This is an optimization exercise on Yosys and OpenROAD, whose aim is small area, a short achievable clock period and few clock cycles, not a production implementation.
Only simulation tests tie the RTL to the original design; equivalence was not proved.
Power is estimated from default activity; no workload was simulated.

File: flow/run.sh
#!/bin/bash
# synth_recipe.tcl (not shown) runs the flow's synth.tcl, then flattens the netlist and writes it again
# the make line also repeats each setting of config.mk as NAME=value (left out here)
make -C /OpenROAD-flow-scripts/flow DESIGN_CONFIG=/design/flow/config.mk WORK_HOME=/design/flow/orfs CLKGATE_MAP_FILE= SYNTH_SCRIPT=/design/flow/synth_recipe.tcl finish
File: flow/config.mk
export PLATFORM = sky130hd
export DESIGN_NAME = idcodec_core
export DESIGN_NICKNAME = idcodec_core
export VERILOG_FILES = /design/flow/design.v
export SDC_FILE = /design/flow/constraint.sdc
export NUM_CORES = 8
export LEC_CHECK = 0
export CAP_MARGIN = 30
export CORE_MARGIN = 2
export CORE_UTILIZATION = 25
export SLEW_MARGIN = 30
File: flow/constraint.sdc
create_clock -name core_clock -period 12.0 [get_ports {clk}]
set_input_delay 2.4000 -clock core_clock [delete_from_list [all_inputs] [get_ports {clk}]]
set_output_delay 2.4000 -clock core_clock [all_outputs]
set_load 0.01 [all_outputs]
File: flow/design.v
module idcodec_core (
    input             clk,
    input             rst,
    input             in_valid,
    output            in_ready,
    input      [2:0]  in_op,
    input      [63:0] in_data,
    output            dig_valid,
    output     [7:0]  dig_data,
    output            resp_valid,
    output     [63:0] resp_value,
    output            resp_ovf,
    output     [6:0]  resp_len
);
    localparam OP_SETCFG  = 3'd1;
    localparam OP_SETPERM = 3'd2;
    localparam OP_ENC     = 3'd3;
    localparam OP_DIGIT   = 3'd4;
    localparam OP_DEC     = 3'd5;
    localparam LD_IDLE = 3'd0;    
    localparam LD_DIG  = 3'd1;    
    localparam LD_I2D  = 3'd2;    
    localparam LD_PAD  = 3'd3;    
    localparam LD_DONE = 3'd4;    
    integer i;
    reg         rdy_r;
    reg         cmd_v;
    reg  [2:0]  cmd_op;
    reg  [63:0] cmd_data;
    wire acc_now = in_valid & rdy_r & ~rst;
    always @(posedge clk) begin
        cmd_v    <= acc_now;
        cmd_op   <= in_op;
        cmd_data <= in_data;
    end
    wire c_cfg  = cmd_v & (cmd_op == OP_SETCFG);
    wire c_perm = cmd_v & (cmd_op == OP_SETPERM);
    wire c_enc  = cmd_v & (cmd_op == OP_ENC);
    wire c_dig  = cmd_v & (cmd_op == OP_DIGIT);
    wire c_dec  = cmd_v & (cmd_op == OP_DEC);
    reg [8:0]    base;
    reg [8:0]    mbase;            
    reg [6:0]    minlen;
    reg [10:0]   nbase1;           
    reg [10:0]   nbase2;           
    reg [194:0]  mula;
    reg [2047:0] permf;
    always @(posedge clk) begin
        if (c_cfg) begin
            base   <= cmd_data[8:0];
            minlen <= cmd_data[22:16];
        end
        mbase  <= base;
        nbase1 <= 11'd0 - {2'd0, base};
        nbase2 <= 11'd0 - {1'd0, base, 1'b0};
        for (i = 1; i < 16; i = i + 1)
        begin
            mula[13*(i-1) +: 13] <= {4'd0, base} * i[3:0];
        end
        for (i = 0; i < 256; i = i + 1)
            if (c_cfg || (c_perm && cmd_data[7:0] == i[7:0]))
                permf[8*i +: 8] <= c_cfg ? 8'hff : cmd_data[15:8];
    end
    reg [511:0] qm;
    function [5:0] ewrap;
        input [5:0] a;
        input       full;
        input       h;
        begin
            ewrap = full ? a : {h, a[4:0]};
        end
    endfunction
    reg        eng_run;
    reg        fwd;
    reg        efull;
    reg        e_nz;          
    reg        ehalf;
    reg  [1:0] eclaim;
    reg  [6:0] en_n;
    reg  [6:0] nm1;           
    reg  [6:0] lm1;           
    reg  [6:0] lm2;           
    reg        pf;            
    reg  [7:0] hdist;         
    reg  [5:0] wofs;          
    reg  [5:0] wofs_p;        
    reg  [7:0] dl [0:2];      
    reg  [5:0] rd0, rd1, rd2;
    reg        sq_pre;
    reg  [1:0] sq_pc;         
    reg  [6:0] sq_j, sq_r;
    reg  [12:0] sq_left;      
    reg  [7:0] slk;           
    reg        dr_v;
    reg  [1:0] dr_cnt;
    reg        dr_fwd, dr_full, dr_half;
    reg  [1:0] dr_claim;
    reg  [6:0] dr_n;
    reg  [5:0] dr_F, dr_off;
    reg        b_fwd, c_fwd, d_fwd;
    reg  [5:0] b_w1;
    reg  [1:0] b_g;
    reg  [5:0] b_w;
    reg  [7:0] b_x0, b_x1, b_xl;
    reg  [39:0] xa0, xa1;
    localparam [39:0] XAM = 40'hf83e0f83e0;
    reg        b_p0, b_p1, b_f0, b_f1, b_l0, b_l1, b_n0, b_n1;
    reg  [1:0] b_d0, b_d1;
    reg  [1:0] c_g;
    reg  [5:0] c_w, c_w1;
    reg  [7:0] c_v0, c_v1;
    reg  [63:0] ck0, ck1;
    localparam [63:0] CKM = 64'hff00_ff00_ff00_ff00;
    reg        c_p0, c_p1, c_f0, c_f1, c_n0, c_n1;
    reg  [1:0] c_d0, c_d1;
    reg  [7:0] carry;
    reg        d_we0, d_we1;
    reg  [5:0] d_w0, d_w1;
    reg        d_sel0, d_sel1, d_p0, d_p1, d_u0, d_u1;
    reg  [1:0] d_d0, d_d1;
    reg  [7:0] d_dl0, d_dl1, d_v0, d_v1, d_s0, d_s1, d_i0, d_i1;
    wire [7:0] d_o0  = d_p0 ? d_v0 : d_fwd ? d_s0 : d_i0;
    wire [7:0] d_o1  = d_p1 ? d_v1 : d_fwd ? d_s1 : d_i1;
    wire [7:0] d_wd0 = d_sel0 ? d_dl0 : d_o0;
    wire [7:0] d_wd1 = d_sel1 ? d_dl1 : d_o1;
    reg         o_busy;
    reg         o_fwd;
    reg         o_full;
    reg         o_half;
    reg  [1:0]  o_claim;
    reg  [6:0]  o_n;
    reg  [5:0]  o_nm1;
    reg  [5:0]  o_base;
    wire [5:0]  o_last;
    reg  [5:0]  o_addr;
    assign o_last = ewrap(o_base + o_nm1, o_full, o_half);
    reg  [5:0]  o_off;
    reg  [6:0]  o_cnt;        
    reg  [3:0] pp_row [0:3];
    reg  [7:0] pp_out [0:3];
    always @(*) begin
        for (i = 0; i < 4; i = i + 1) begin
            if (eng_run && e_nz && (efull || i[1] == ehalf))
                pp_row[i] = ({rd0[5], rd0[0]} == i[1:0]) ? rd0[4:1] : rd1[4:1];
            else
                pp_row[i] = o_addr[4:1];
            pp_out[i] = qm[128*i + 8*pp_row[i] +: 8];
        end
    end
    wire [7:0] mx0 = pp_out[{rd0[5], rd0[0]}];
    wire [7:0] mx1 = pp_out[{rd1[5], rd1[0]}];
    wire [7:0] ro  = pp_out[{o_addr[5], o_addr[0]}];
    wire [7:0] mxl = qm[128*{rd2[5], rd2[0]} + 8*rd2[4:1] +: 8];
    wire jw  = (sq_j == lm1);                 
    wire jw2 = (sq_j == lm2);                 
    wire [6:0] j1 = jw ? 7'd0 : sq_j + 7'd1;
    wire [6:0] r1 = jw ? sq_r + 7'd1 : sq_r;
    wire [6:0] j2 = jw ? 7'd1 : jw2 ? 7'd0 : sq_j + 7'd2;
    wire [6:0] r2 = (jw || jw2) ? sq_r + 7'd1 : sq_r;
    wire v0 = sq_pre ? (sq_pc != 2'd0) : (sq_left != 13'd0);
    wire v1 = sq_pre ? (sq_pc == 2'd2) : (sq_left[12:1] != 12'd0);
    wire pass0 = sq_pre | (sq_j > nm1);
    wire pass1 = sq_pre | (j1 > nm1);
    wire first0 = ~sq_pre & (sq_j == 7'd0);
    wire first1 = ~sq_pre & jw;
    wire last0 = ~sq_pre & (sq_j == nm1);
    wire last1 = ~sq_pre & (j1 == nm1);
    wire fl0 = pf & ~sq_pre & (sq_r == en_n);
    wire fl1 = pf & ~sq_pre & (r1 == en_n);
    wire [1:0] dix0 = (pf && !sq_pre && sq_j < 7'd3) ? sq_j[1:0] : 2'd3;
    wire [1:0] dix1 = (pf && !sq_pre && j1 < 7'd3) ? j1[1:0] : 2'd3;
    wire nw0 = pf & ~sq_pre & (sq_r == 7'd0) & (sq_j < 7'd3);
    wire nw1 = pf & ~sq_pre & (r1 == 7'd0) & (j1 < 7'd3);
    wire la0 = ~fwd & ~pass0 & ~last0 & ~fl0;
    wire la1 = ~fwd & ~pass1 & ~last1 & ~fl1;
    wire ok2 = eng_run & v1 & ({6'd0, 1'b1, ~fwd} <= slk);
    wire ok1 = eng_run & v0 & ({7'd0, la0} < slk);
    wire [1:0] g = ok2 ? 2'd2 : ok1 ? 2'd1 : 2'd0;
    wire sq_end = ~sq_pre & (sq_left == 13'd0);
    wire       cw0_en = d_we0;
    wire       cw1_en = d_we1;
    wire [7:0] x0 = (cw1_en && d_w1 == rd0) ? d_wd1 : (cw0_en && d_w0 == rd0) ? d_wd0 : mx0;
    wire [7:0] x1 = (cw1_en && d_w1 == rd1) ? d_wd1 : (cw0_en && d_w0 == rd1) ? d_wd0 : mx1;
    wire [7:0] xl = (cw1_en && d_w1 == rd2) ? d_wd1 : (cw0_en && d_w0 == rd2) ? d_wd0 : mxl;
    wire [5:0] rd3 = ewrap(rd0 + 6'd3, efull, ehalf);
    wire [5:0] rd4 = ewrap(rd0 + 6'd4, efull, ehalf);
    reg  [7:0] gv0 [0:7];
    reg  [7:0] gv1 [0:7];
    always @(*) begin
        for (i = 0; i < 8; i = i + 1) begin
            gv0[i] = permf[256*i + 8*(xa0[5*i +: 5] ^ XAM[5*i +: 5]) +: 8];
            gv1[i] = permf[256*i + 8*(xa1[5*i +: 5] ^ XAM[5*i +: 5]) +: 8];
        end
    end
    wire [7:0] pl0 = gv0[b_x0[7:5]];
    wire [7:0] pl1 = gv1[b_x1[7:5]];
    wire [7:0] sb0 = b_l0 ? 8'd0 : b_x1;
    wire [7:0] sb1 = b_l1 ? 8'd0 : b_xl;
    wire [8:0] df0 = {1'b0, b_x0} - {1'b0, sb0};
    wire [8:0] df1 = {1'b0, b_x1} - {1'b0, sb1};
    wire [8:0] dm0 = df0[8] ? df0 + base : df0;
    wire [8:0] dm1 = df1[8] ? df1 + base : df1;
    wire [7:0] v0_n = b_p0 ? b_x0 : b_fwd ? pl0 : dm0[7:0];
    wire [7:0] k0_n = b_p0 ? b_x0 : dm0[7:0];    
    wire [7:0] k1_n = b_p1 ? b_x1 : dm1[7:0];
    wire [7:0] v1_n = b_p1 ? b_x1 : b_fwd ? pl1 : dm1[7:0];
    wire [7:0]  cin0 = c_f0 ? 8'd0 : carry;
    wire [10:0] t0a  = {3'd0, cin0} + {3'd0, c_v0};
    wire [10:0] t0b  = {3'd0, cin0} + {3'd0, c_v0} + nbase1;
    wire [7:0]  sum0 = t0b[10] ? t0a[7:0] : t0b[7:0];
    wire [10:0] t1a  = {3'd0, cin0} + {3'd0, c_v0} + {3'd0, c_v1};
    wire [10:0] t1b  = {3'd0, cin0} + {3'd0, c_v0} + {3'd0, c_v1} + nbase1;
    wire [10:0] t1c  = {3'd0, cin0} + {3'd0, c_v0} + {3'd0, c_v1} + nbase2;
    wire [7:0]  sum1 = c_f1 ? c_v1 : (~t1c[10] ? t1c[7:0] : ~t1b[10] ? t1b[7:0] : t1a[7:0]);
    reg [7:0] iv0, iv1;
    always @(*) begin
        iv0 = 8'd0;
        iv1 = 8'd0;
        for (i = 0; i < 256; i = i + 1) begin
            iv0 = iv0 | ({8{(permf[8*i +: 8] ^ CKM[8*(i/32) +: 8]) == ck0[8*(i/32) +: 8]}} & i[7:0]);
            iv1 = iv1 | ({8{(permf[8*i +: 8] ^ CKM[8*(i/32) +: 8]) == ck1[8*(i/32) +: 8]}} & i[7:0]);
        end
    end
    reg  [2:0]  ld_st;
    reg         ld_fwd;
    reg         lh;           
    reg  [1:0]  lclaim;       
    reg  [5:0]  lp;           
    reg  [6:0]  cnt;          
    reg  [12:0] sq_n;         
    reg  [1:0]  hfree;        
    reg  [63:0] q;
    reg  [7:0]  rem;
    reg  [7:0]  rem2;
    reg  [3:0]  qn1_r;        
    reg  [3:0]  tn2;          
    reg         s2v;          
    reg  [1:0]  i2d_bub;      
    reg         found1;       
    reg         found2;       
    reg  [7:0]  rem3;
    reg  [3:0]  qn2_r;
    reg  [3:0]  tn3;
    reg         s3v;
    reg  [3:0]  tn;           
    reg  [3:0]  cur_nib;
    reg         found;
    reg  [3:0]  ntop;
    reg  [3:0]  fnib;
    reg         dv;
    reg  [7:0]  dd;
    function [11:0] div16;
        input [7:0]   r;
        input [3:0]   nib;
        input [194:0] m;
        input [1:0]   form;
        reg   [11:0]  xd;
        reg   [12:0]  dj [1:15];
        reg   [15:0]  ge;
        reg   [15:0]  oh;
        integer k;
        begin
            xd = {r, nib};
            ge[0] = 1'b1;
            for (k = 1; k < 16; k = k + 1) begin
                case (form)
                    2'd0:    dj[k] = {1'b0, xd} - m[13*(k-1) +: 13];
                    2'd1:    dj[k] = {1'b0, xd} + m[13*(k-1) +: 13];
                    default: dj[k] = {1'b0, xd} + m[13*(k-1) +: 13] + 13'd1;
                endcase
                ge[k] = ~dj[k][12];
            end
            for (k = 0; k < 15; k = k + 1)
                oh[k] = ge[k] & ~ge[k+1];
            oh[15] = ge[15];
            div16 = {4'd0, xd[7:0] & {8{oh[0]}}};
            for (k = 1; k < 16; k = k + 1)
                div16 = div16 | {k[3:0] & {4{oh[k]}}, dj[k][7:0] & {8{oh[k]}}};
        end
    endfunction
    wire [11:0] dv1 = div16(rem, cur_nib, mula, 2'd0);
    wire [11:0] dv2 = div16(rem2, qn1_r, mula, 2'd0);
    wire [11:0] dv3 = div16(rem3, qn2_r, mula, 2'd0);
    wire [3:0]  qn  = dv1[11:8];
    wire [7:0]  rn  = dv1[7:0];
    wire [3:0]  qn2 = dv2[11:8];
    wire [7:0]  rn2 = dv2[7:0];
    wire [3:0]  qn3 = dv3[11:8];
    wire [7:0]  rn3 = dv3[7:0];
    wire [3:0]  q_prev_nib = q[4*(tn - 4'd1) +: 4];
    reg  [3:0]  v_top;
    reg         v_nz;
    always @(*) begin
        v_top = 4'd0;
        v_nz  = 1'b0;
        for (i = 0; i < 16; i = i + 1)
            if (cmd_data[4*i +: 4] != 4'd0) begin
                v_top = i[3:0];
                v_nz  = 1'b1;
            end
    end
    wire [3:0] v_top_nib = cmd_data[4*v_top +: 4];
    reg  cnt_z, cnt_32, cnt_lm;
    wire can_write = cnt_z  ? hfree[lh] :
                     cnt_32 ? hfree[~lh] : 1'b1;
    reg       ld_we;
    reg [7:0] ld_wd;
    reg       wr_dv;
    reg       pd_v;           
    reg [7:0] pd_d;
    wire      pd_in = c_dig & (pd_v | ~can_write);
    always @(*) begin
        ld_we = 1'b0;
        wr_dv = 1'b0;
        ld_wd = cmd_data[7:0];
        if (pd_v) begin
            ld_we = can_write;
            ld_wd = pd_d;
        end else if (c_dig) begin
            ld_we = can_write;
        end else if (dv && can_write) begin
            ld_we = 1'b1;
            wr_dv = 1'b1;
            ld_wd = dd;
        end else if (ld_st == LD_PAD && !dv && cnt_lm && can_write) begin
            ld_we = 1'b1;
            ld_wd = 8'd0;
        end
    end
    wire i2d_stall = dv & ~can_write;
    reg  [63:0] acc;
    reg         ovf;
    reg  [2:0]  ac;           
    reg  [2:0]  mci;          
    reg         mv;           
    reg  [20:0] prl;          
    reg  [19:0] prh;
    reg         plast;        
    reg  [1:0]  pci;
    reg  [8:0]  cr;           
    reg  [7:0]  dcur;         
    reg         dvalid;       
    reg         inprog;       
    reg  [15:0] mreg;         
    reg  [1:0]  mri;
    reg         mrv;
    reg         o_first;      
    reg         dig_v_r;
    reg  [7:0]  dig_d_r;
    reg         resp_v_r;
    reg  [6:0]  resp_len_r;
    wire        d_fast  = dvalid && !inprog && (ac == 3'd0);
    wire        d_start = dvalid && !inprog && (ac != 3'd0);
    wire [15:0] mchunk  = acc[16*mci[1:0] +: 16];
    wire [20:0] mprl    = mreg * mbase[4:0];
    wire [19:0] mprh    = mreg * mbase[8:5];
    wire [24:0] asum    = {4'd0, prl} + {prh, 5'd0} + {16'd0, cr};
    wire        fin_add = mv && plast;
    reg         dn_v;
    reg         dn_fwd, dn_full, dn_half;
    reg  [1:0]  dn_claim;
    reg  [6:0]  dn_n;
    reg  [5:0]  dn_F;
    reg  [5:0]  dn_off;
    wire eng_done  = dr_v && (dr_cnt == 2'd0) && !dn_v;
    wire eng_start = (ld_st == LD_DONE) && !eng_run;
    wire [5:0] eng_F = pf ? ewrap(rd0 - 6'd3, efull, ehalf) : rd0;
    wire [5:0] eng_off = pf ? en_n[5:0] - 6'd2 : (en_n == 7'd1) ? 6'd0 : 6'd1;
    wire o_fin     = o_busy && (o_fwd ? (o_cnt == 7'd1) :
                                (!o_first && o_cnt == 7'd0 && (d_fast || (fin_add && !dvalid))));
    wire o_take_dn = dn_v && (!o_busy || (o_fin && dn_n != 7'd0));
    wire o_take_en = eng_done && !dn_v && (!o_busy || (o_fin && dr_n != 7'd0));
    wire [1:0] s_mod = (cnt <= 7'd1 || cnt == 7'd3) ? 2'd0 : (cnt == 7'd2) ? 2'd1 : 2'd3;
    wire [1:0] pre_n = ld_fwd ? ((cnt >= 7'd3) ? 2'd2 : 2'd0) : ((cnt >= 7'd2) ? 2'd1 : 2'd0);
    wire       pf_n  = (cnt >= 7'd9);
    wire [8:0] n3m3  = {1'b0, cnt, 1'b0} + {2'b0, cnt} - 9'd3;
    reg [3:0] wq_en;
    reg [3:0] wq_row [0:3];
    reg [7:0] wq_dat [0:3];
    always @(*) begin
        for (i = 0; i < 4; i = i + 1) begin
            wq_en[i]  = 1'b0;
            wq_row[i] = lp[4:1];
            wq_dat[i] = ld_wd;
            if (cw0_en && {d_w0[5], d_w0[0]} == i[1:0]) begin
                wq_en[i]  = 1'b1;
                wq_row[i] = d_w0[4:1];
                wq_dat[i] = d_wd0;
            end else if (cw1_en && {d_w1[5], d_w1[0]} == i[1:0]) begin
                wq_en[i]  = 1'b1;
                wq_row[i] = d_w1[4:1];
                wq_dat[i] = d_wd1;
            end else if (ld_we && {lp[5], lp[0]} == i[1:0]) begin
                wq_en[i]  = 1'b1;
            end
        end
    end
    always @(posedge clk) begin
        if (rst || eng_start) begin
            cnt_z  <= 1'b1;
            cnt_32 <= 1'b0;
            cnt_lm <= 1'b1;
        end else if (ld_we) begin
            cnt_z  <= 1'b0;
            cnt_32 <= (cnt == 7'd31);
            cnt_lm <= (cnt + 7'd1 < minlen);
        end
    end
    always @(posedge clk) begin
        xa0[4:0]   <= x0[4:0];
        xa1[4:0]   <= x1[4:0];
        xa0[9:5]   <= ~x0[4:0];
        xa1[9:5]   <= ~x1[4:0];
        if (fwd) begin
            xa0[14:10] <= x0[4:0];
            xa1[14:10] <= x1[4:0];
            xa0[19:15] <= ~x0[4:0];
            xa1[19:15] <= ~x1[4:0];
        end
        ck0[55:48] <= k0_n;
        ck1[55:48] <= k1_n;
        ck0[63:56] <= ~k0_n;
        ck1[63:56] <= ~k1_n;
        if (!fwd) begin
            ck0[7:0] <= k0_n;
            ck1[7:0] <= k1_n;
        end
    end
    always @(posedge clk) begin
        for (i = 0; i < 64; i = i + 1)
            if (wq_en[i / 16] && wq_row[i / 16] == i[3:0])
                qm[8*i +: 8] <= wq_dat[i / 16];
    end
    wire       os_fwd  = o_take_dn ? dn_fwd  : dr_fwd;
    wire       os_full = o_take_dn ? dn_full : dr_full;
    wire       os_half = o_take_dn ? dn_half : dr_half;
    wire [6:0] os_n    = o_take_dn ? dn_n    : dr_n;
    wire [5:0] os_F    = o_take_dn ? dn_F    : dr_F;
    wire [5:0] os_off  = o_take_dn ? dn_off  : dr_off;
    always @(posedge clk) begin
        if (rst) begin
            ld_st  <= LD_IDLE;
            cnt    <= 7'd0;
            sq_n   <= 13'd0;
            dv     <= 1'b0;
            pd_v   <= 1'b0;
            lh     <= 1'b0;
            lp     <= 6'd31;
            lclaim <= 2'b00;
        end else begin
            if (pd_in) begin
                pd_v <= 1'b1;
                pd_d <= cmd_data[7:0];
            end
            if (ld_we) begin
                lp   <= lp - 6'd1;
                cnt  <= cnt + 7'd1;
                sq_n <= sq_n + {5'd0, cnt, 1'b1};
                if (cnt_z)  lclaim[lh]  <= 1'b1;
                if (cnt_32) lclaim[~lh] <= 1'b1;
                if (pd_v) pd_v <= 1'b0;
                if (wr_dv) dv <= 1'b0;
            end
            case (ld_st)
                LD_IDLE: begin
                    if (c_dig) ld_st <= LD_DIG;
                    if (c_dec) begin
                        ld_fwd <= 1'b0;
                        ld_st  <= LD_DONE;
                    end
                    if (c_enc) begin
                        ld_fwd  <= 1'b1;
                        q       <= cmd_data;
                        tn      <= v_top;
                        cur_nib <= v_top_nib;
                        rem     <= 8'd0;
                        rem2    <= 8'd0;
                        rem3    <= 8'd0;
                        found   <= 1'b0;
                        found1  <= 1'b0;
                        found2  <= 1'b0;
                        s2v     <= 1'b0;
                        s3v     <= 1'b0;
                        i2d_bub <= 2'd0;
                        ld_st   <= v_nz ? LD_I2D : LD_PAD;
                    end
                end
                LD_DIG: begin
                    if (c_dec) begin
                        ld_fwd <= 1'b0;
                        ld_st  <= LD_DONE;
                    end
                end
                LD_I2D: begin
                    if (!i2d_stall) begin
                        s2v <= (i2d_bub == 2'd0);
                        if (i2d_bub == 2'd0) begin
                            qn1_r <= qn;
                            tn2   <= tn;
                            if (qn != 4'd0) found1 <= 1'b1;
                            if (tn != 4'd0) begin
                                tn      <= tn - 4'd1;
                                cur_nib <= q_prev_nib;
                                rem     <= rn;
                            end else begin
                                dv      <= 1'b1;
                                dd      <= rn;
                                rem     <= 8'd0;
                                i2d_bub <= 2'd1;
                            end
                        end
                        s3v <= s2v;
                        if (s2v) begin
                            qn2_r <= qn2;
                            tn3   <= tn2;
                            rem2  <= rn2;
                            if (qn2 != 4'd0) found2 <= 1'b1;
                        end
                        if (i2d_bub == 2'd1) begin
                            rem2    <= 8'd0;
                            i2d_bub <= 2'd2;
                            if (found1) begin
                                dv <= 1'b1;
                                dd <= rn2;
                            end
                        end
                        if (s3v) begin
                            for (i = 0; i < 16; i = i + 1)
                                if (tn3 == i[3:0]) q[4*i +: 4] <= qn3;
                            rem3 <= rn3;
                            if (!found && qn3 != 4'd0) begin
                                found <= 1'b1;
                                ntop  <= tn3;
                                fnib  <= qn3;
                            end
                        end
                        if (i2d_bub == 2'd2) begin
                            i2d_bub <= 2'd0;
                            rem3    <= 8'd0;
                            found   <= 1'b0;
                            found1  <= 1'b0;
                            found2  <= 1'b0;
                            if (found2) begin
                                dv <= 1'b1;
                                dd <= rn3;
                            end
                            if (found) begin
                                tn      <= ntop;
                                cur_nib <= fnib;
                            end else if (qn3 != 4'd0) begin
                                tn      <= 4'd0;
                                cur_nib <= qn3;
                            end else begin
                                ld_st <= LD_PAD;
                            end
                        end
                    end
                end
                LD_PAD: begin
                    if (!dv && !ld_we && !cnt_lm)
                        ld_st <= LD_DONE;
                end
                default: ;
            endcase
            if (eng_start) begin
                ld_st  <= LD_IDLE;
                cnt    <= 7'd0;
                sq_n   <= 13'd0;
                lclaim <= 2'b00;
                if (cnt != 7'd0) begin
                    lh <= ~lh;
                    lp <= {~lh, 5'd31};
                end
            end
        end
        if (rst) begin
            hfree <= 2'b11;
        end else begin
            if (ld_we && cnt_z)  hfree[lh]  <= 1'b0;
            if (ld_we && cnt_32) hfree[~lh] <= 1'b0;
            if (o_fin) begin
                if (o_claim[0]) hfree[0] <= 1'b1;
                if (o_claim[1]) hfree[1] <= 1'b1;
            end
        end
        if (rst) begin
            eng_run <= 1'b0;
            dr_v    <= 1'b0;
        end else if (eng_start) begin
            eng_run <= 1'b1;
            fwd     <= ld_fwd;
            efull   <= (cnt > 7'd32);
            e_nz    <= (cnt != 7'd0);
            ehalf   <= lh;
            eclaim  <= lclaim;
            en_n    <= cnt;
            nm1     <= cnt - 7'd1;
            pf      <= pf_n;
            lm1     <= cnt - 7'd1 + (pf_n ? 7'd0 : {5'd0, s_mod});
            lm2     <= cnt - 7'd2 + (pf_n ? 7'd0 : {5'd0, s_mod});
            sq_left <= sq_n + (pf_n ? 13'd3 : (s_mod == 2'd3) ? {4'd0, n3m3} : (s_mod == 2'd1) ? {6'd0, cnt} - 13'd1 : 13'd0);
            slk     <= pf_n ? {1'b0, cnt} - 8'd3 : {1'b0, cnt};
            hdist   <= pf_n ? {1'b0, cnt} - 8'd3 : {1'b0, cnt};
            wofs    <= pf_n ? cnt[5:0] - 6'd3 : cnt[5:0];
            wofs_p  <= cnt[5:0];
            rd0     <= ewrap(lp + 6'd1, cnt > 7'd32, lh);
            rd1     <= ewrap(lp + 6'd2, cnt > 7'd32, lh);
            rd2     <= ewrap(lp + 6'd3, cnt > 7'd32, lh);
            sq_pre  <= (pre_n != 2'd0);
            sq_pc   <= pre_n;
            sq_j    <= 7'd0;
            sq_r    <= 7'd0;
        end else if (eng_run) begin
            slk  <= hdist - {6'd0, g} - {6'd0, b_g};
            case (g)
                2'd2: begin
                    rd0 <= rd2;
                    rd1 <= rd3;
                    rd2 <= rd4;
                end
                2'd1: begin
                    rd0 <= rd1;
                    rd1 <= rd2;
                    rd2 <= rd3;
                end
                default: ;
            endcase
            if (sq_pre) begin
                sq_pc  <= sq_pc - g;
                sq_pre <= (sq_pc != g);
            end else begin
                if (g == 2'd2) begin
                    sq_j    <= j2;
                    sq_r    <= r2;
                    sq_left <= sq_left - 13'd2;
                end else if (g == 2'd1) begin
                    sq_j    <= j1;
                    sq_r    <= r1;
                    sq_left <= sq_left - 13'd1;
                end
            end
            if (sq_end && !dr_v) begin
                eng_run  <= 1'b0;
                dr_v     <= 1'b1;
                dr_cnt   <= 2'd2;
                dr_fwd   <= fwd;
                dr_full  <= efull;
                dr_half  <= ehalf;
                dr_claim <= eclaim;
                dr_n     <= en_n;
                dr_F     <= eng_F;
                dr_off   <= eng_off;
            end
        end
        if (!rst && dr_v) begin
            if (dr_cnt != 2'd0) dr_cnt <= dr_cnt - 2'd1;
            else if (eng_done)  dr_v   <= 1'b0;
        end
        if (rst) begin
            b_g     <= 2'd0;
            c_g     <= 2'd0;
            d_we0   <= 1'b0;
            d_we1   <= 1'b0;
            d_u0    <= 1'b0;
            d_u1    <= 1'b0;
        end else begin
            b_g   <= g;
            b_fwd <= fwd;
            b_w   <= ewrap(rd0 + (sq_pre ? wofs_p : wofs), efull, ehalf);
            b_w1  <= ewrap(rd0 + (sq_pre ? wofs_p : wofs) + 6'd1, efull, ehalf);
            b_x0 <= x0;
            b_x1 <= x1;
            if (fwd) begin
                xa0[34:30] <= x0[4:0];
                xa1[34:30] <= x1[4:0];
                xa0[39:35] <= ~x0[4:0];
                xa1[39:35] <= ~x1[4:0];
            end
            xa0[29:25] <= ~x0[4:0];
            xa1[29:25] <= ~x1[4:0];
            if (g != 2'd0) begin
                xa0[24:20] <= x0[4:0];
                xa1[24:20] <= x1[4:0];
            end
            b_xl <= xl;
            b_p0 <= pass0;
            b_p1 <= pass1;
            b_f0 <= first0;
            b_f1 <= first1;
            b_l0 <= last0;
            b_l1 <= last1;
            b_d0 <= dix0;
            b_d1 <= dix1;
            b_n0 <= nw0;
            b_n1 <= nw1;
            c_g  <= b_g;
            c_w  <= b_w;
            c_w1 <= b_w1;
            c_fwd <= b_fwd;
            c_v0 <= v0_n;
            c_v1 <= v1_n;
            ck0[15:8] <= ~k0_n;
            ck1[15:8] <= ~k1_n;
            if (!b_fwd) begin
                ck0[23:16] <= k0_n;
                ck1[23:16] <= k1_n;
                ck0[31:24] <= ~k0_n;
                ck1[31:24] <= ~k1_n;
            end
            if (b_g != 2'd0) begin
                ck0[39:32] <= k0_n;
                ck1[39:32] <= k1_n;
                ck0[47:40] <= ~k0_n;
                ck1[47:40] <= ~k1_n;
            end
            c_p0 <= b_p0;
            c_p1 <= b_p1;
            c_f0 <= b_f0;
            c_f1 <= b_f1;
            c_d0 <= b_d0;
            c_d1 <= b_d1;
            c_n0 <= b_n0;
            c_n1 <= b_n1;
            if (c_g == 2'd2)      carry <= sum1;
            else if (c_g == 2'd1) carry <= sum0;
            d_we0 <= (c_g != 2'd0) && !c_n0;
            d_we1 <= (c_g == 2'd2) && !c_n1;
            d_w0  <= c_w;
            d_w1  <= c_w1;
            d_fwd <= c_fwd;
            d_sel0 <= (c_d0 != 2'd3);
            d_sel1 <= (c_d1 != 2'd3);
            d_dl0  <= dl[c_d0];
            d_dl1  <= dl[c_d1];
            d_d0   <= c_d0;
            d_d1   <= c_d1;
            d_u0   <= (c_g != 2'd0);
            d_u1   <= (c_g == 2'd2);
            d_p0   <= c_p0;
            d_p1   <= c_p1;
            d_v0   <= c_v0;
            d_v1   <= c_v1;
            d_s0   <= sum0;
            d_s1   <= sum1;
            d_i0   <= iv0;
            d_i1   <= iv1;
            if (d_u0 && d_d0 != 2'd3) dl[d_d0] <= d_o0;
            if (d_u1 && d_d1 != 2'd3) dl[d_d1] <= d_o1;
        end
        if (rst) begin
            dn_v <= 1'b0;
        end else begin
            if (o_take_dn)
                dn_v <= 1'b0;
            if (eng_done && !o_take_en) begin
                dn_v     <= 1'b1;
                dn_fwd   <= dr_fwd;
                dn_full  <= dr_full;
                dn_half  <= dr_half;
                dn_claim <= dr_claim;
                dn_n     <= dr_n;
                dn_F     <= dr_F;
                dn_off   <= dr_off;
            end
        end
        dig_v_r  <= 1'b0;
        resp_v_r <= 1'b0;
        if (rst) begin
            o_busy <= 1'b0;
        end else begin
            if (o_busy) begin
                if (o_fwd) begin
                    dig_v_r <= 1'b1;
                    dig_d_r <= ro;
                    o_cnt   <= o_cnt - 7'd1;
                    if (o_off == o_nm1) begin
                        o_off  <= 6'd0;
                        o_addr <= o_base;
                    end else begin
                        o_off  <= o_off + 6'd1;
                        o_addr <= ewrap(o_addr + 6'd1, o_full, o_half);
                    end
                end else begin
                    if (o_first) begin
                        o_first <= 1'b0;
                        acc     <= 64'd0;
                        ovf     <= 1'b0;
                        ac      <= 3'd0;
                        inprog  <= 1'b0;
                        mv      <= 1'b0;
                        mrv     <= 1'b0;
                        dvalid  <= 1'b0;
                    end else begin
                        if (mrv) begin
                            prl   <= mprl;
                            prh   <= mprh;
                            pci   <= mri;
                            plast <= ({1'b0, mri} + 3'd1 == ac);
                            mv    <= 1'b1;
                        end else begin
                            mv  <= 1'b0;
                        end
                        if (d_start) begin
                            mreg <= acc[15:0];
                            mri  <= 2'd0;
                            mrv  <= 1'b1;
                            mci  <= 3'd1;
                        end else if (mrv) begin
                            if (mci < ac) begin
                                mreg <= mchunk;
                                mri  <= mci[1:0];
                                mci  <= mci + 3'd1;
                            end else begin
                                mrv  <= 1'b0;
                            end
                        end
                        if (d_start) begin
                            inprog <= 1'b1;
                            cr     <= {1'b0, dcur};
                            dvalid <= 1'b0;
                        end
                        if (mv) begin
                            acc[16*pci +: 16] <= asum[15:0];
                            cr <= asum[24:16];
                            if (fin_add) begin
                                inprog <= 1'b0;
                                if (ac != 3'd4)
                                    acc[16*ac[1:0] +: 16] <= {7'd0, asum[24:16]};
                                if (asum[24:16] != 9'd0) begin
                                    if (ac == 3'd4) ovf <= 1'b1;
                                    else            ac  <= ac + 3'd1;
                                end
                            end
                        end
                        if (d_fast) begin
                            acc[15:0] <= {8'd0, dcur};
                            ac        <= (dcur != 8'd0) ? 3'd1 : 3'd0;
                            dvalid    <= 1'b0;
                        end
                        if (o_cnt != 7'd0 && (!dvalid || d_fast || d_start)) begin
                            dcur   <= ro;
                            dvalid <= 1'b1;
                            o_cnt  <= o_cnt - 7'd1;
                            if (o_off == 6'd0) begin
                                o_off  <= o_nm1;
                                o_addr <= o_last;
                            end else begin
                                o_off  <= o_off - 6'd1;
                                o_addr <= ewrap(o_addr - 6'd1, o_full, o_half);
                            end
                        end
                    end
                end
                if (o_fin) begin
                    o_busy     <= 1'b0;
                    resp_v_r   <= 1'b1;
                    resp_len_r <= o_n;
                end
            end
            if (o_take_dn || o_take_en) begin
                o_busy  <= 1'b1;
                o_fwd   <= os_fwd;
                o_full  <= os_full;
                o_half  <= os_half;
                o_claim <= o_take_dn ? dn_claim : dr_claim;
                o_n     <= os_n;
                o_nm1   <= os_n[5:0] - 6'd1;
                o_cnt   <= os_n;
                o_base  <= os_F;
                o_off   <= os_off;
                o_addr  <= ewrap(os_F + os_off, os_full, os_half);
                o_first <= 1'b1;
                if (os_n == 7'd0) begin
                    o_busy     <= 1'b0;
                    resp_v_r   <= 1'b1;
                    resp_len_r <= 7'd0;
                    acc        <= 64'd0;
                    ovf        <= 1'b0;
                end
            end
        end
    end
    wire big_now = acc_now & ((in_op == OP_ENC) | (in_op == OP_DEC));
    wire dig_now = acc_now & (in_op == OP_DIGIT);
    reg  [2:0] ld_st_n;
    always @(*) begin
        ld_st_n = ld_st;
        if (c_enc) ld_st_n = LD_I2D;
        if (c_dec) ld_st_n = LD_DONE;
        if (c_dig) ld_st_n = LD_DIG;
        if (eng_start) ld_st_n = LD_IDLE;
    end
    wire [6:0] cnt_n   = eng_start ? 7'd0 : (cnt + {6'd0, ld_we});
    wire       lh_n    = (eng_start && cnt != 7'd0) ? ~lh : lh;
    wire pd_n    = (pd_v & ~ld_we) | pd_in;
    wire space_n = ~pd_n & ~(dig_now & ((cnt_n == 7'd0)  ? ~hfree[lh_n] :
                                        (cnt_n == 7'd32) ? ~hfree[~lh_n] : 1'b0));
    always @(posedge clk) begin
        if (rst)
            rdy_r <= 1'b1;
        else
            rdy_r <= (ld_st_n == LD_IDLE || ld_st_n == LD_DIG) && !big_now && space_n;
    end
    assign in_ready   = rdy_r;
    assign dig_valid  = dig_v_r;
    assign dig_data   = dig_d_r;
    assign resp_valid = resp_v_r;
    assign resp_value = acc;
    assign resp_ovf   = ovf;
    assign resp_len   = resp_len_r;
endmodule
==> metrics.md, run 1 <==
| Metric | Value |
|---|---|
| Status | timing/DRC/antenna clean |
| First-pass GRT wire length | around 1400000 um |
| Max frequency | about 0.15 GHz |
| Fillers | 100400 |
| Clock skew | between 100 and 150 ps |
| Most frequent cell after synthesis | edfxtp_1 |
| DR vias | 187000 |
| Vias in the first global route | around 180k |
| Die area | 1.001 mm^2 |
| GRT overflow | 0 |
| Hold worst-path end | d_we0 |
| Mean Syn Cell Area | 12.53 um^2 |
| Initial antenna violation count | around 110 |
| VDD IR max | 0.0001407 V |
| Worst R2R Start | ck0[59] |
| First-pass iteration count of the detailed router | 7 |
| Die width | 1000 um |
| Longest Clk Path Bufs | 4 |
| Ys flop type | edfxtp_1 |
| Leak pwr | slightly above 90 nW |
| RSZ-0062 raised after global routing | no |
| Buffers on Ports | approximately 150 |
| Routed len/inst | 31.27 um |
| Core area | 0.9914 mm^2 |
| Area growth syn-to-layout | 13.50% |
| Comb power frac | a little over a fifth |
| Post-synth cell types | roughly 110 |
| Most area-consuming cells after synthesis | edfxtp_1 42%, mux4_2 15%, xnor2_1 8.8% |
| Synth top area share | 41.64% |
| Final Max Tran Viols | 0 |
| Seq/Total Area, Yosys | 43.76% |
| Post-route ant nets | 0 |
| Sequential Power Share | between 40% and 50% |
| Worst Path Required | 12880 ps |
| Clk pwr share | between 30% and 40% |
| Arr. time, crit path | between 7000 and 8000 ps |
| Critical path, cell by cell | buf_4, xor2_1, nand4_1, nor2_1, a41o_1, a211oi_2, nand4_1, nand4b_1, nor4_2, nand4_1 |
| Worst hold stages | 1 |
| Postcts setup bufs | 0 |
| Normalized max-slew margin | around a fifth |
| Total global routing track utilization | 20.08% |
| Share of cells above drive strength 1 | 16.61% |
| H-tree depth | 5 |
| Post-synth EDFFs | approximately 3400 |
| Final setup fails | 0 |
| Final Power | approximately 0.036 W |
| Hpwl dp | 753400 um |
| DR vias/cell | roughly 5.6 |
| Ports | 153 |
| Final TNS setup | 0 ps |
| Height of the die | approximately 1000 um |
| Max cap viols | 0 |
| Worst r2r dst | d_i0[3] |
| R2r setup slk | ~5500 ps |
| Initial DRC count | 28500 |
| Largest net degree at the start of global routing | between 100 and 150 |
| Starting density of the core | between 20% and 30% |
| Min Clock Period, post-route | 6549 ps |
| Row count | roughly 370 |
| Slowest cell delay on critical path | 1140 ps |
| CP endpoint kind | flop |
| Power Density | roughly 130 mW/mm^2 |
| DR DRC count | 0 |
| Reg2Reg Depth | 10 |
| Post-cts resize count | 0 |
| Worst-Skew Late Latency | around 1200 ps |
| Post-synth ARST share | 0% |
| Period utilization | a little over half |
| Mapped Area | ~0.25 mm^2 |
| WS Path Type | flop to flop |
| TritonCTS clock tree | done |
| Critical Path Fanout Max | 24 |
| Net Sw Power | between 0.01 and 0.015 W |
| CP max stage cell | nor4_2 |
| Switch share | around 31% |
| Synth top cells by count | 3441 x edfxtp_1, 2495 x xnor2_1, 2160 x xor2_1 |
| Post-cts hold buffer count | 0 |
| Worst-margin pin slew | approximately 1200 ps |
| Register bit total from synthesis | 3704 |
| Routability cong. | ~1.1 |
| Clock-pin slew on the worst setup and hold paths | roughly 70 ps |
| Final hold violations | 0 |
| Hold Startpoint | c_n0 |
| Cells after synthesis | roughly 20000 |
| CTS buffer count | approximately 410 |
| Layout net count | between 20000 and 25000 |
| Ys Warns | 10 |
| CP most frequent cell | nand4_1 |
| Worst min-delay path class | flop to flop |
| Top cell type by total area after synthesis | edfxtp_1 |
| Clk Tree Root Cell | clkbuf_16 |
| WL final | roughly 1000000 um |
| Startpoint Class | flop |
| Clock Sinks | roughly 3700 |
| Pint | 0.02493 W |
## per-layer routing
metal | track usage, % | share of wire, % | up-vias | wire, um
met2 | 29.81 | 43 | 13620 | 448600
li1 | - | - | 75110 | -
met5 | 0 | 0.031 | - | 325
met4 | 13.73 | 8.1 | 50 | 84550
met3 | 5.757 | 12 | 3034 | 124500
met1 | 25.30 | 37 | 95160 | 388300
## through the flow
stage / std cells / instance area (um^2) / hold WS, ps / utilization (%) / worst slack, ps
floorplan: 19810 / 248200 / 384.1 / - / 3438
global placement: 32580 / 266600 / 396.4 / 26.89 / 5472
detailed placement: 32590 / 267200 / 395.9 / 26.95 / 5990
CTS: 33360 / 281200 / 402.7 / 28.37 / 5936
global route: 33370 / 281500 / 401.4 / 28.39 / 5532
finish: 33450 / 281700 / 401.0 / 28.41 / 5451
## power groups by stage
stage	Sequential, W	Clock [W]	Combinational, W
2_1_floorplan	0.0152	0	0.00479
3_3_place_gp	0.0155	0	0.00720
3_5_place_dp	0.0155	0	0.00730
4_1_cts	0.0152	0.0135	0.00734
5_1_grt	0.0153	0.0139	0.00792
6_report	0.0153	0.0134	0.00759
## cell usage in the layout, fill, tap and decap left out, drive strengths merged, types with 102 or more instances in the layout
master and count:
clkdlybuf4s50 151, nor3 160, a21o 142, a22oi 114, a211oi 102, o21a 165, xnor2 2495, dfxtp 263
nand2b 102, nand3 163, and2 134, nor2 891, clkinv 152, nand4 563, a21oi 628, nand2 810
clkbuf 486, edfxtp 3441, inv 571, nor4 648, mux2i 398, fa 155, mux4 1604, buf 630
xor2 2160, o21ai 772, nor2b 132, ha 809
## flip-flops by register name, summed over array words and instances, names as in the netlist, 9 cells and up
register and count:
acc 64, base 9, ck0 64, ck1 64, cmd_data 64, cr 9
dl 24, mreg 16, mula 71, nbase1 9, permf 2048, prh 20
prl 21, q 64, qm 512, sq_left 13, sq_n 13, xa0 40
xa1 40
## worst max path at each step
stage	start	to	slack, ps
floorplan	rst	rd0[0]	3440
finish	ck0[59]	d_i0[3]	5450
global placement	ck0[62]	d_i0[3]	5470
global route	c_f0	carry[1]	5530
detailed placement	c_f0	carry[1]	5990
CTS	c_f0	carry[1]	5940
## logic make-up after synthesis
group                    Yosys count  share of synthesized area [%]
flip-flops                      3704                          43.76
AND/OR/NAND/NOR                 3938                          8.215
adder cells (fa/ha/maj)          964                          5.329
multiplexers                    2090                          16.57
XOR/XNOR                        4655                          16.43
buffers and inverters           1775                          2.805
AO/OA/AOI/OAI                   2679                          6.895
## worst max-delay path: cells and delay by family, from the launching register on
| kind | cells | cell delay, ps |
|---|---|---|
| AOI/OAI and AO/OA | 2 | 1360 |
| and+or+nand+nor | 6 | 3300 |
| buffers and inverters | 1 | 620 |
| DFF | 1 | 700 |
| xor gates and xnor gates | 1 | 150 |
## layout make-up
cell class	count	area [um^2]	area share (%)
Sequential cell	3704	108700	38.58
Antenna cell	95	237.7	0.08440
Timing Repair Buffer	781	6444	2.288
Tap cell	13250	16580	5.885
Clock inverter	283	3102	1.101
Multi-Input combinational cell	14330	133700	47.48
Inverter	530	1998	0.7094
Clock buffer	486	10910	3.874
Testbench counts, summed over its fixed seeds: cycles 65,798.
==> run 2: changes to the inputs <==
--- a/flow/design.v
+++ b/flow/design.v
@@ -98,4 +98,6 @@
     reg  [6:0] dr_n;
     reg  [5:0] dr_F, dr_off;
+    reg        dr_pf;
+    reg  [23:0] dr_dl;        
     reg        b_fwd, c_fwd, d_fwd;
     reg  [5:0] b_w1;
@@ -137,4 +139,8 @@
     reg  [5:0]  o_off;
     reg  [6:0]  o_cnt;        
+    reg         o_pf;
+    reg  [23:0] o_dl;
+    wire [5:0]  o_dj  = o_off - o_nm1 + 6'd2;
+    wire        o_inq = !o_pf || (o_off < o_nm1 - 6'd2);
     reg  [3:0] pp_row [0:3];
     reg  [7:0] pp_out [0:3];
@@ -166,6 +172,6 @@
     wire last0 = ~sq_pre & (sq_j == nm1);
     wire last1 = ~sq_pre & (j1 == nm1);
-    wire fl0 = pf & ~sq_pre & (sq_r == en_n);
-    wire fl1 = pf & ~sq_pre & (r1 == en_n);
+    wire fl0 = 1'b0;
+    wire fl1 = 1'b0;
     wire [1:0] dix0 = (pf && !sq_pre && sq_j < 7'd3) ? sq_j[1:0] : 2'd3;
     wire [1:0] dix1 = (pf && !sq_pre && j1 < 7'd3) ? j1[1:0] : 2'd3;
@@ -363,7 +369,9 @@
     reg  [5:0]  dn_F;
     reg  [5:0]  dn_off;
+    reg         dn_pf;
+    reg  [23:0] dn_dl;
     wire eng_done  = dr_v && (dr_cnt == 2'd0) && !dn_v;
     wire eng_start = (ld_st == LD_DONE) && !eng_run;
-    wire [5:0] eng_F = pf ? ewrap(rd0 - 6'd3, efull, ehalf) : rd0;
+    wire [5:0] eng_F = rd0;
     wire [5:0] eng_off = pf ? en_n[5:0] - 6'd2 : (en_n == 7'd1) ? 6'd0 : 6'd1;
     wire o_fin     = o_busy && (o_fwd ? (o_cnt == 7'd1) :
@@ -397,4 +405,52 @@
     end
     always @(posedge clk) begin
+            b_fwd <= fwd;
+            b_w   <= ewrap(rd0 + (sq_pre ? wofs_p : wofs), efull, ehalf);
+            b_w1  <= ewrap(rd0 + (sq_pre ? wofs_p : wofs) + 6'd1, efull, ehalf);
+            b_x0 <= x0;
+            b_x1 <= x1;
+            b_xl <= xl;
+            b_p0 <= pass0;
+            b_p1 <= pass1;
+            b_f0 <= first0;
+            b_f1 <= first1;
+            b_l0 <= last0;
+            b_l1 <= last1;
+            b_d0 <= dix0;
+            b_d1 <= dix1;
+            b_n0 <= nw0;
+            b_n1 <= nw1;
+            c_w  <= b_w;
+            c_w1 <= b_w1;
+            c_fwd <= b_fwd;
+            c_v0 <= v0_n;
+            c_v1 <= v1_n;
+            c_p0 <= b_p0;
+            c_p1 <= b_p1;
+            c_f0 <= b_f0;
+            c_f1 <= b_f1;
+            c_d0 <= b_d0;
+            c_d1 <= b_d1;
+            c_n0 <= b_n0;
+            c_n1 <= b_n1;
+            d_w0  <= c_w;
+            d_w1  <= c_w1;
+            d_fwd <= c_fwd;
+            d_sel0 <= (c_d0 != 2'd3);
+            d_sel1 <= (c_d1 != 2'd3);
+            d_dl0  <= dl[c_d0];
+            d_dl1  <= dl[c_d1];
+            d_d0   <= c_d0;
+            d_d1   <= c_d1;
+            d_p0   <= c_p0;
+            d_p1   <= c_p1;
+            d_v0   <= c_v0;
+            d_v1   <= c_v1;
+            d_s0   <= sum0;
+            d_s1   <= sum1;
+            d_i0   <= iv0;
+            d_i1   <= iv1;
+    end
+    always @(posedge clk) begin
         if (rst || eng_start) begin
             cnt_z  <= 1'b1;
@@ -599,5 +655,5 @@
             lm1     <= cnt - 7'd1 + (pf_n ? 7'd0 : {5'd0, s_mod});
             lm2     <= cnt - 7'd2 + (pf_n ? 7'd0 : {5'd0, s_mod});
-            sq_left <= sq_n + (pf_n ? 13'd3 : (s_mod == 2'd3) ? {4'd0, n3m3} : (s_mod == 2'd1) ? {6'd0, cnt} - 13'd1 : 13'd0);
+            sq_left <= sq_n + (pf_n ? 13'd0 : (s_mod == 2'd3) ? {4'd0, n3m3} : (s_mod == 2'd1) ? {6'd0, cnt} - 13'd1 : 13'd0);
             slk     <= pf_n ? {1'b0, cnt} - 8'd3 : {1'b0, cnt};
             hdist   <= pf_n ? {1'b0, cnt} - 8'd3 : {1'b0, cnt};
@@ -651,4 +707,6 @@
                 dr_F     <= eng_F;
                 dr_off   <= eng_off;
+                dr_pf    <= pf;
+                dr_dl    <= {dl[2], dl[1], dl[0]};
             end
         end
@@ -666,9 +724,4 @@
         end else begin
             b_g   <= g;
-            b_fwd <= fwd;
-            b_w   <= ewrap(rd0 + (sq_pre ? wofs_p : wofs), efull, ehalf);
-            b_w1  <= ewrap(rd0 + (sq_pre ? wofs_p : wofs) + 6'd1, efull, ehalf);
-            b_x0 <= x0;
-            b_x1 <= x1;
             if (fwd) begin
                 xa0[34:30] <= x0[4:0];
@@ -683,21 +736,5 @@
                 xa1[24:20] <= x1[4:0];
             end
-            b_xl <= xl;
-            b_p0 <= pass0;
-            b_p1 <= pass1;
-            b_f0 <= first0;
-            b_f1 <= first1;
-            b_l0 <= last0;
-            b_l1 <= last1;
-            b_d0 <= dix0;
-            b_d1 <= dix1;
-            b_n0 <= nw0;
-            b_n1 <= nw1;
             c_g  <= b_g;
-            c_w  <= b_w;
-            c_w1 <= b_w1;
-            c_fwd <= b_fwd;
-            c_v0 <= v0_n;
-            c_v1 <= v1_n;
             ck0[15:8] <= ~k0_n;
             ck1[15:8] <= ~k1_n;
@@ -714,35 +751,10 @@
                 ck1[47:40] <= ~k1_n;
             end
-            c_p0 <= b_p0;
-            c_p1 <= b_p1;
-            c_f0 <= b_f0;
-            c_f1 <= b_f1;
-            c_d0 <= b_d0;
-            c_d1 <= b_d1;
-            c_n0 <= b_n0;
-            c_n1 <= b_n1;
             if (c_g == 2'd2)      carry <= sum1;
             else if (c_g == 2'd1) carry <= sum0;
             d_we0 <= (c_g != 2'd0) && !c_n0;
             d_we1 <= (c_g == 2'd2) && !c_n1;
-            d_w0  <= c_w;
-            d_w1  <= c_w1;
-            d_fwd <= c_fwd;
-            d_sel0 <= (c_d0 != 2'd3);
-            d_sel1 <= (c_d1 != 2'd3);
-            d_dl0  <= dl[c_d0];
-            d_dl1  <= dl[c_d1];
-            d_d0   <= c_d0;
-            d_d1   <= c_d1;
             d_u0   <= (c_g != 2'd0);
             d_u1   <= (c_g == 2'd2);
-            d_p0   <= c_p0;
-            d_p1   <= c_p1;
-            d_v0   <= c_v0;
-            d_v1   <= c_v1;
-            d_s0   <= sum0;
-            d_s1   <= sum1;
-            d_i0   <= iv0;
-            d_i1   <= iv1;
             if (d_u0 && d_d0 != 2'd3) dl[d_d0] <= d_o0;
             if (d_u1 && d_d1 != 2'd3) dl[d_d1] <= d_o1;
@@ -762,4 +774,6 @@
                 dn_F     <= dr_F;
                 dn_off   <= dr_off;
+                dn_pf    <= dr_pf;
+                dn_dl    <= dr_dl;
             end
         end
@@ -772,5 +786,5 @@
                 if (o_fwd) begin
                     dig_v_r <= 1'b1;
-                    dig_d_r <= ro;
+                    dig_d_r <= o_inq ? ro : o_dl[8*o_dj[1:0] +: 8];
                     o_cnt   <= o_cnt - 7'd1;
                     if (o_off == o_nm1) begin
@@ -839,5 +853,5 @@
                         end
                         if (o_cnt != 7'd0 && (!dvalid || d_fast || d_start)) begin
-                            dcur   <= ro;
+                            dcur   <= o_inq ? ro : o_dl[8*o_dj[1:0] +: 8];
                             dvalid <= 1'b1;
                             o_cnt  <= o_cnt - 7'd1;
@@ -869,4 +883,6 @@
                 o_base  <= os_F;
                 o_off   <= os_off;
+                o_pf    <= o_take_dn ? dn_pf : dr_pf;
+                o_dl    <= o_take_dn ? dn_dl : dr_dl;
                 o_addr  <= ewrap(os_F + os_off, os_full, os_half);
                 o_first <= 1'b1;
==> run 2 against run 1 <==
Net effect:
- fmax decreased by 1.1%
- count of clock-buffer cells in the layout increased by 11
- cell count increased by 1.1%
- routed wire length rose by 4.1%
- first-iteration DRC count fell by 1.8%
- critical endpoint is now acc[49]
- synthesized cell count grew 1.7%
- hold slack worse by 140 ps
- core utilization grew 0.057 points
- synthesized area rose by 0.64%
==> metrics.md, run 2 <==
| Metric | Value |
|---|---|
| Clk Tree Root Cell | clkbuf_16 |
| Row count | 367 (+0.27%) |
| Clock Sinks | 3777 (+2.0%) |
| Synth top cells by count | 3351 x edfxtp_1, 2471 x xnor2_1, 2163 x xor2_1 |
| Most area-consuming cells after synthesis | edfxtp_1 40%, mux4_2 15%, xnor2_1 8.7% |
| Top Registers | permf (2048), qm (512), mula (70) |
| Clock-pin slew on the worst setup and hold paths | 70 ps (about the same) |
| CP endpoint kind | flop |
| Cells after synthesis | 20140 (+1.7%) |
| Share of cells above drive strength 1 | 16.76% (+0.14 points) |
| Synth top area share | 40.29% (-1.3 points) |
| H-tree depth | 5 (unchanged) |
| Routed len/inst | 32.20 um (+3.0%) |
| Longest Clk Path Bufs | 4 (unchanged) |
| Post-synth cell types | 99 (-7.5%) |
| Ys flop type | edfxtp_1 |
| Die area | 1.007 mm^2 (+0.64%) |
| Largest net degree at the start of global routing | 131 (+4.0%) |
| Layout net count | 21160 (+1.8%) |
| Postcts setup bufs | 0 (unchanged) |
| Final hold violations | 0 (unchanged) |
| Largest reg by FF count | permf |
| DR DRC count | 0 (unchanged) |
| Worst-Skew Late Latency | 1130 ps (-110 ps) |
| Post-cts resize count | 0 (unchanged) |
| Clk pwr share | 40.5% (+3.5 points) |
| Final TNS setup | 0 ps (unchanged) |
| Layout Cells excl Fill | 33820 (+1.1%) |
| Comb power frac | 14.2% (-6.7 points) |
| Met1 WL | 407000 um (+4.8%) |
| WL final | 1089000 um (+4.1%) |
| Most common cell after layout, fill and taps aside | edfxtp_1 |
| Leak pwr | 94.88 nW (+1.4%) |
| Height of the die | 1004 um (+0.32%) |
| Met2 wire len | 469600 um (+4.7%) |
| First-pass GRT wire length | 1486000 um (+3.1%) |
| Hpwl dp | 788200 um (+4.6%) |
| Post-synth ARST share | 0% (unchanged) |
| Largest register FFs | 2048 (unchanged) |
| Ports | 153 (unchanged) |
| Die width | 1004 um (+0.32%) |
| DR top layer | met5 |
| CTS buffer count | 404 (-2.4%) |
| Final Max Tran Viols | 0 (unchanged) |
| Worst min-delay path class | flop to flop |
| Worst hold stages | 0 (-1) |
| Normalized max-slew margin | 19.89% (+0.85 points) |
| Most frequent cell after synthesis | edfxtp_1 |
| Net Sw Power | 0.009346 W (-18%) |
| Switch share | 28.15% (-3.1 points) |
| Dpl cells | 32990 (+1.2%) |
| Routability cong. | 1.036 (-2.6%) |
| Initial antenna violation count | 108 (unchanged) |
| Total global routing track utilization | 20.64% (+0.56 points) |
| Arr. time, crit path | 7430 ps (about the same) |
| Startpoint Class | flop |
| Post-route ant nets | 0 (unchanged) |
| DR vias | 189300 (+1.2%) |
| Most frequent cells in the layout | 3351 x edfxtp_1, 2470 x xnor2_1, 2163 x xor2_1 |
| Worst-margin pin slew | 1202 ps (-4.705 ps) |
| Status | timing/DRC/antenna clean |
| Top cell type by total area after synthesis | edfxtp_1 |
| WS Path Type | flop to flop |
| Core area | 0.9974 mm^2 (+0.60%) |
| Max cap viols | 0 (unchanged) |
| GRT overflow | 0 (unchanged) |
| VDD IR max | 0.0001172 V (-17%) |
| Routed met3 length | 132800 um (+6.7%) |
| Power Density | 116.9 mW/mm^2 (-9.2%) |
| Max frequency | 0.1509 GHz (-1.1%) |
| Post-synth EDFFs | 3351 (-2.6%) |
| Initial DRC count | 27990 (-1.8%) |
| Pint | 0.02386 W (-4.3%) |
| Critical Path Fanout Max | 52 (+120%) |
| Area growth syn-to-layout | 13.68% |
| TritonCTS clock tree | done |
| Mapped Area | 0.2498 mm^2 (+0.64%) |
| Sequential Power Share | 45.3% (+3.2 points) |
| Min Clock Period, post-route | 6625 ps (+75.80 ps) |
| Ys Warns | 10 (unchanged) |
| Reg2Reg Depth | 15 (+5) |
| Period utilization | 55.21% (+0.63 points) |
| Seq/Total Area, Yosys | 43.71% (-0.055 points) |
| DR vias/cell | 5.595 (+0.11%) |
| Post-cts hold buffer count | 0 (unchanged) |
| Starting density of the core | 25.04% (about the same) |
| Final setup fails | 0 (unchanged) |
| Worst Path Required | 12800 ps (-80 ps) |
| Buffers on Ports | 152 (unchanged) |
| R2r setup slk | 5380 ps (-80 ps) |
| Register bit total from synthesis | 3777 (+2.0%) |
| Clock skew | 183.8 ps (+49.15 ps) |
| RSZ-0062 raised after global routing | no |
| Mean Syn Cell Area | 12.40 um^2 (-1.0%) |
| First-pass iteration count of the detailed router | 8 (+1) |
| Vias in the first global route | 178700 (+1.3%) |
[run 2: cell types whose count changed after synthesis, moves of 21 or more]
cell	delta
o21a_1	-52
buf_2	-126
buf_1	+62
mux2_2	+30
clkbuf_1	+99
xnor2_1	-24
nor2_1	+137
a22oi_1	-21
nor4_1	+25
mux2i_1	-22
dfxtp_1	+163
edfxtp_1	-90
a21oi_1	+49
[run 2: path summary, 6_finish.rpt]
kind,to,from
worst max-delay path,acc[49],ac[0]
worst min-delay path,d_w0[0],c_w[0]
worst max register to register,acc[49],ac[0]
worst min register to register,d_w0[0],c_w[0]
[run 2: power groups by stage]
stage               Sequential (W)  Combinational [W]  Clock, W
floorplan                   0.0151            0.00289         0
global placement            0.0153            0.00450         0
detailed placement          0.0153            0.00456         0
CTS                         0.0150            0.00459    0.0135
global route                0.0150            0.00493    0.0140
finish                      0.0150            0.00472    0.0134
[run 2: cell type report]
cell class                       count  area, um^2
Antenna cell                        76       190.2
Clock buffer                       497       10880
Clock inverter                     253        2989
Fill cell                       101100      713400
Inverter                           539        2028
Multi-Input combinational cell   14560      134900
Sequential cell                   3777      109200
Tap cell                         13280       16620
Timing Repair Buffer               839        7039
[run 2: cell families after synthesis]
group                    synth area share (%)
adder cells (fa/ha/maj)                 5.343
multiplexers                            16.55
buffers and inverters                   2.759
AO/OA/AOI/OAI                           6.902
AND/OR/NAND/NOR                         8.489
other                                0.001501
XOR/XNOR                                16.25
flip-flops                              43.71
[run 2: critical path, stage by stage, from the launching register on]
cell and delay (ps):
edfxtp_1 520, inv_1 290, ha_1 440, and4bb_1 650, o21ai_1 450, a2111oi_4 620
o41ai_1 190, a21bo_2 240, buf_4 340, mux2i_1 560, ha_1 250, nand3_1 120
nor4_4 520, buf_4 610, nor2_1 150, a32o_1 250
[run 2: routing by layer]
layer | GRT usage (%) | vias to the layer above
met1 | 26.36 | 96680
li1 | - | 76130
met2 | 31.07 | 13590
met3 | 5.865 | 2793
met5 | 0 | -
met4 | 12.34 | 68
[run 2: per-stage QoR]
step,util [%],hold slack [ps],power (W),setup slack [ps],area (um^2)
floorplan,-,309.6,0.01799,3424,249800
global placement,26.94,310.1,0.01980,5805,268700
detailed placement,27.02,312.1,0.01986,5571,269400
CTS,28.41,267.6,0.03310,5577,283300
global route,28.45,287.9,0.03394,5102,283800
finish,28.47,264.8,0.03320,5375,283900
Testbench counts of run 2, summed over its fixed seeds: cycles 65,250.
==> run 3: changes to the inputs <==
==> flow/flow/run.sh (new file) <==
#!/bin/bash
MARGIN=7.5
echo "export SETUP_SLACK_MARGIN = $MARGIN" >> config.mk
export SETUP_SLACK_MARGIN=$MARGIN
bash standard.sh > standard.log 2>&1
status=$?
echo "standard.sh exit $status" >> standard.log
exit $status
==> flow/standard.sh (new file) <==
#!/bin/bash
# synth_recipe.tcl (not shown) runs the flow's synth.tcl, then flattens the netlist and writes it again
# the make line also repeats each setting of config.mk as NAME=value (left out here)
make -C /OpenROAD-flow-scripts/flow DESIGN_CONFIG=/design/flow/config.mk WORK_HOME=/design/flow/orfs CLKGATE_MAP_FILE= SYNTH_SCRIPT=/design/flow/synth_recipe.tcl "${@:-finish}"
--- a/flow/config.mk
+++ b/flow/config.mk
@@ -10,2 +10,3 @@
 export CORE_UTILIZATION = 25
 export SLEW_MARGIN = 30
+export SETUP_SLACK_MARGIN = 7.5
removed: flow/run.sh
==> run 3 against run 2 <==
Net effect:
- register-to-register slack better by 1700 ps
- global-route usage shrank 0.54 points
- first-iteration DRC count rose by 2.4%
- die area is the same
- routed wire length decreased by 2.4%
- cell count up 0.54%
- non-clock buffer count up 149
- sequential power hardly changed
- fmax is 33% higher
- largest cell class unchanged
==> metrics.md, run 3 <==
| Metric | Value |
|---|---|
| Worst-margin pin slew | 1225 ps (+23.44 ps) |
| Post-cts hold buffer count | 0 (unchanged) |
| Longest Clk Path Bufs | 4 (unchanged) |
| Area growth syn-to-layout | 15.01% |
| WL final | 1063000 um (-2.4%) |
| Critical path, cell by cell | nor2b_4, ha_4, fa_2, a21oi_2, nor2_1, nor2_2, xnor2_2, ha_1, a21boi_2, o21a_1, o21ai_1, nand2b_1, a21oi_2, xor2_2, ha_2, and3_4, a2111oi_4, nand3b_1, buf_6, buf_6, mux2i_2, a211oi_2, a21o_1, mux2_4 |
| Status | timing/DRC/antenna clean |
| Final setup fails | 0 (unchanged) |
| Max cap viols | 0 (unchanged) |
| Hpwl dp | 751300 um (-4.7%) |
| Clock skew | 162.5 ps (-21.27 ps) |
| Height of the die | 1004 um (unchanged) |
| Die area | 1.007 mm^2 (unchanged) |
| Ports | 153 (unchanged) |
| Worst r2r dst | carry[7] |
| Layout net count | 21310 (+0.70%) |
| Switch share | 28.22% (+0.070 points) |
| Mapped Area | 0.2498 mm^2 (unchanged) |
| H-tree depth | 5 (unchanged) |
| Setup ws final | 7027 ps (+1652 ps) |
| Pint | 0.02391 W (+0.23%) |
| Cells after synthesis | 20140 (unchanged) |
| Ys flop type | edfxtp_1 |
| Clock Sinks | 3777 (unchanged) |
| Initial antenna violation count | 115 (+6.5%) |
| VDD IR max | 0.0001215 V (+3.7%) |
| Starting density of the core | 25.04% (unchanged) |
| Worst-Skew Late Latency | 1100 ps (-30 ps) |
| Largest net degree at the start of global routing | 133 (+1.5%) |
| Normalized max-slew margin | 18.03% (-1.9 points) |
| Seq/Total Area, Yosys | 43.71% (unchanged) |
| Top cell type by total area after synthesis | edfxtp_1 |
| Final hold violations | 0 (unchanged) |
| Top Registers | permf (2048), qm (512), mula (70) |
| Initial DRC count | 28660 (+2.4%) |
| Power Density | 116.0 mW/mm^2 (-0.84%) |
| Ys Warns | 10 (unchanged) |
| RSZ-0062 raised after global routing | yes |
| Min Clock Period, post-route | 4973 ps (-1652 ps) |
| Total global routing track utilization | 20.10% (-0.54 points) |
| Routability cong. | 1.032 (-0.38%) |
| DR vias | 190100 (+0.46%) |
| Final TNS setup | 0 ps (unchanged) |
| Startpoint Class | flop |
| Arr. time, crit path | 5670 ps (-1760 ps) |
| Slowest cell delay on critical path | 420 ps (-230 ps) |
| Dpl cells | 32960 (-0.085%) |
| Vias in the first global route | 179600 (+0.45%) |
| Post-synth EDFFs | 3351 (unchanged) |
| Buffers on Ports | 152 (unchanged) |
| Clk pwr share | 40.0% (-0.5 points) |
| Routed len/inst | 31.25 um (-2.9%) |
| Reg2Reg Depth | 24 (+9) |
| R2r setup slk | 7030 ps (+1650 ps) |
| Most common cell after layout, fill and taps aside | edfxtp_1 |
| Post-synth cell types | 99 (unchanged) |
| Comb power frac | 14.9% (+0.7 points) |
| Clock-pin slew on the worst setup and hold paths | 70 ps (about the same) |
| CP startpoint | carry[0] |
| Largest reg by FF count | permf |
| GRT overflow | 0 (unchanged) |
| DP Area | 0.2693 mm^2 (about the same) |
| Period utilization | 41.44% (-14 points) |
| Sequential Power Share | 45.1% (-0.2 points) |
| Leak pwr | 95.90 nW (+1.1%) |
| Core area | 0.9974 mm^2 (unchanged) |
| Row count | 367 (unchanged) |
| Share of cells above drive strength 1 | 18.75% (+2.0 points) |
| Synth top area share | 40.29% (unchanged) |
| Register bit total from synthesis | 3777 (unchanged) |
| Largest register FFs | 2048 (unchanged) |
## run 3: cell types whose count changed in the layout (fill, tap and decap cells not counted), sizes merged, moves of 14 or more
cell	delta
dlygate4sd2	+19
diode	+23
buf	+153
clkinvlp	+14
clkbuf	+26
clkdlybuf4s50	-29
## run 3: how the worst min path moves through the flow
stage | start | endpoint | slack [ps] | cells after the start
after floorplan | b_f0 | c_f0 | 310 | 0
after global placement | b_w1[4] | c_w1[4] | 310 | 0
after detailed placement | c_fwd | d_fwd | 310 | 0
after CTS | c_w[1] | d_w0[1] | 320 | 0
after global routing | c_w[1] | d_w0[1] | 310 | 0
final | c_w[1] | d_w0[1] | 310 | 0
## run 3: logic make-up after synthesis
kind of cell / Yosys count / synth area share, %
fa+ha+maj: 973 / 5.343
other cells: 1 / 0.001501
mux: 2103 / 16.55
simple gates: 4127 / 8.489
buf+inv: 1810 / 2.759
compound gates: 2713 / 6.902
xor+xnor: 4634 / 16.25
flops: 3777 / 43.71
## run 3: layer usage
layer	up-vias	global-route usage [%]	wire length (um)
met5	-	0	503
met4	76	12.67	80330
met3	2985	6.162	136100
li1	76450	-	-
met1	96710	25.70	396300
met2	13900	29.57	449400
## run 3: timing repair
item                                     CTS  global route
buffers inserted                         122            62
pin swaps                                 41            70
gates resized for setup                  323           230
gates cloned                               2             1
endpoints found under the setup margin  1187           218
## run 3: final cells by class
class,instances,area (um^2),share of cell area [%]
Antenna cell,99,247.7,0.08625
Clock buffer,518,11110,3.869
Clock inverter,241,2704,0.9413
Inverter,539,2082,0.7248
Multi-Input combinational cell,14560,136500,47.52
Sequential cell,3777,109300,38.05
Tap cell,13280,16620,5.786
Timing Repair Buffer,988,8687,3.024
## run 3: through the flow
stage                     total power [W]  util (%)
after floorplan                   0.01802         -
after global routing              0.03406     28.78
after detailed placement          0.01981     27.00
final                             0.03331     28.80
after global placement            0.01974     26.93
after CTS                         0.03308     28.61
## run 3: power by group through the flow
stage / sequential [W] / combinational [W] / clock [W]
after floorplan: 0.0151 / 0.00292 / 0
after global placement: 0.0153 / 0.00445 / 0
after detailed placement: 0.0153 / 0.00452 / 0
after CTS: 0.0150 / 0.00468 / 0.0134
after global routing: 0.0150 / 0.00516 / 0.0139
final: 0.0150 / 0.00496 / 0.0133
## run 3: critical path: cells and delay by family, from the launching register on
| kind | cells | cell delay [ps] |
|---|---|---|
| DFF | 1 | 370 |
| and+or+nand+nor | 6 | 780 |
| AOI/OAI and AO/OA | 8 | 1470 |
| xor gates and xnor gates | 2 | 210 |
| muxes | 2 | 460 |
| adders and majority gates | 4 | 1140 |
| buffers and inverters | 2 | 280 |

## separate check: timing with driven ports
How much do the figures lean on ideal ports? The routed layouts below were timed once more, with nothing changed but the port constraints.
Step 1: set_driving_cell puts a clkbuf_16 on clk and a buf_2 on each other input, an assumption about the parent block.
Step 2 times the ports against the registers' clock, not the clock port: input delays grow and output delays shrink by t, the midpoint of the rising clock arrivals with the driver on.
Slacks: no drivers / after step 1 / after step 2; pairs: no drivers / after step 1.
| run | shift t [ns] | setup slack, ns | worst setup path after step 2 |
|---|---|---|---|
| run 1 | 1.288 | 5.451 / 5.451 / 5.451 | register to register |
| run 2 | 1.145 | 5.375 / 5.375 / 5.375 | register to register |
| run 3 | 1.151 | 7.027 / 7.027 / 6.622 | input to register |
After both steps every run listed still meets setup and hold. The setup slack of run 3, which loses most, moves by 0.000 ns with the drivers and by -0.405 ns with both steps.
